Source: an optimization exercise on an open RTL-to-GDS flow (aim: small area, a short achievable clock period and few clock cycles). Production flows keep margins and buffers that such runs may drop.
Function was checked by simulation only, so behaviour that the tests miss may differ from the original.
No activity file was given, so power comes from the tool's default toggle rates.

Design dshot_tdec, start of the top module:
module dshot_tdec (
    input  wire        clk,
    input  wire        rst,             
    input  wire        cfg_scheme,      
    input  wire [6:0]  cfg_tol,         
    input  wire        cfg_csum_inv,    
    input  wire [15:0] cfg_nom_period,  
    input  wire        in_valid,
    output wire        in_ready,
    input  wire        in_end,
    input  wire        in_level,        
    input  wire [15:0] in_high,         
    input  wire [15:0] in_len,          
    output reg         out_valid,
    output reg  [2:0]  out_status,
    output reg  [15:0] out_raw
);
    localparam [2:0] STAT_OK   = 3'd0;
    localparam [2:0] STAT_CSUM = 3'd2;
    localparam [2:0] STAT_INS  = 3'd3;
    localparam [2:0] STAT_BSF  = 3'd4;
    localparam [1:0] E_NONE = 2'd0, E_INS = 2'd1, E_BSF = 2'd2;
    localparam [1:0] A_IDLE = 2'd0, A_DIV = 2'd1, A_READY = 2'd2, A_HAND = 2'd3;
    localparam [1:0] DV_IDLE = 2'd0, DV_RUN = 2'd1, DV_DONE = 2'd2, DV_DONE2 = 2'd3;
    localparam [1:0] OWN_A = 2'd0, OWN_IN = 2'd1, OWN_B = 2'd2;
    reg        cs;
    reg [6:0]  ctol;
    reg        cinv;
    reg [15:0] cpn;
    always @(posedge clk) begin
        cs   <= cfg_scheme;
        ctol <= cfg_tol;
        cinv <= cfg_csum_inv;
        cpn  <= cfg_nom_period;
    end
    reg        in_ready_r;    
    reg        nrdy;          
    reg        v1, e1, lv1;
    reg [15:0] h1, l1;
    reg [5:0]  cnt;
    reg [20:0] acc;           
    reg [20:0] nacc;          
    reg [15:0] ra;            
    reg [15:0] rb;            
  ...
Size in the first run: roughly 5400 cells after synthesis, about 83 I/O pins, about 0.059 mm2 of cells after synthesis.
==> flow/config.mk <==
export PLATFORM = sky130hd
export DESIGN_NAME = dshot_tdec
export DESIGN_NICKNAME = dshot_tdec
export VERILOG_FILES = /design/flow/design.v
export SDC_FILE = /design/flow/constraint.sdc
export NUM_CORES = 4
export LEC_CHECK = 0
export CAP_MARGIN = 20
export CORE_MARGIN = 2
export CORE_UTILIZATION = 40
export CTS_CLUSTER_DIAMETER = 100
export CTS_CLUSTER_SIZE = 30
export SLEW_MARGIN = 20
==> flow/constraint.sdc <==
create_clock -name core_clock -period 20.0 [get_ports {clk}]
set_input_delay 4.0000 -clock core_clock [delete_from_list [all_inputs] [get_ports {clk}]]
set_output_delay 4.0000 -clock core_clock [all_outputs]
set_load 0.01 [all_outputs]
run.sh (not shown) runs the stock make flow with config.mk's settings and CLKGATE_MAP_FILE= SYNTH_SCRIPT=/design/flow/synth_recipe.tcl, a recipe that flattens the netlist after the stock synthesis.
Testbench counts at the start, summed over its fixed seeds: cycles 16,293.
Rerun with:
ABC_AREA = 1   (was default)
CTS_CLUSTER_DIAMETER = default   (was 100)
CTS_CLUSTER_SIZE = default   (was 30)
After rerunning:
- maximum frequency came out lower by 1.7%
- synthesized cell count came out higher by 21%
- global-route usage came out higher by 2.4 points
- clock power came out higher by 73%
- total power came out higher by 24%
- routed wire length came out higher by 13%
- sequential cell count stays the same
- utilization came out higher by 1.2 points
- final area came out higher by 5.4%
- sequential share of layout area came out lower by 2.3 points

== JK ==
dshot_tdec again, from the RTL that the note above started with.
clock: 20.0 ns
lec_check: 0
cap_margin: 20
core_margin: 2
core_utilization: 50
slew_margin: 20
Testbench counts of JK, summed over its fixed seeds: cycles 16,293.
The following lists how MS was set up differently from JK:
- changing CORE_UTILIZATION from 50 to 40
==> comparison <==
The reg-to-reg setup timing slack of MS was superior to that of JK. Relative area change from synthesis to final layout for MS: 0.92 points up relative to JK. MS vs. JK: global-route met1 utilization went down by 6.2 points, total global-route track usage went down by 5.6 points, post-route non-filler standard cell count went up by about 5.6%, largest fanout on the critical path went down by 83. As far as switching power share of the total is concerned, MS and JK perform about the same. In terms of combinational cell fraction of total power, MS and JK differ only marginally. [compare] base=JK new=MS: first-iteration DRC count went up by 14, final critical delay including setup and external delays saw a decrease, fraction of layout cells with a size suffix above 1 about even.

[what the ideal ports hide]
In the flow no input, the clock included, has a driving cell. The finished layouts below were timed again as built, in two steps.
Step 1 assumes that a clkbuf_16 drives the clock port and a buf_2 every other input.
Step 2 times the ports against the registers' clock, not the clock port: input delays grow and output delays shrink by t, the midpoint of the rising clock arrivals with the driver on.
Slacks: ideal ports / drivers / drivers and shift; pairs: ideal ports / drivers.
| run | t (ns) | slack for setup (ns) | worst setup path at the end | worst data-port slew with drivers (ns) | cell pins on the clock port's net |
|---|---|---|---|---|---|
| the first run of note 1 | 0.768 | 14.254 / 14.172 / 13.969 | input to register | 0.06 | 1 |
| the second run of note 1 | 0.838 | 14.153 / 14.062 / 13.507 | input to register | 0.08 | 1 |
| JK | 0.783 | 14.146 / 14.146 / 14.146 | register to register | 0.13 | 1 |
| MS | 0.809 | 14.212 / 14.134 / 13.903 | input to register | 0.06 | 1 |
After both steps setup and hold are still met in every run listed. For the second run of note 1, which loses most, drivers alone change the setup slack by -0.091 ns; drivers and shift together by -0.646 ns.
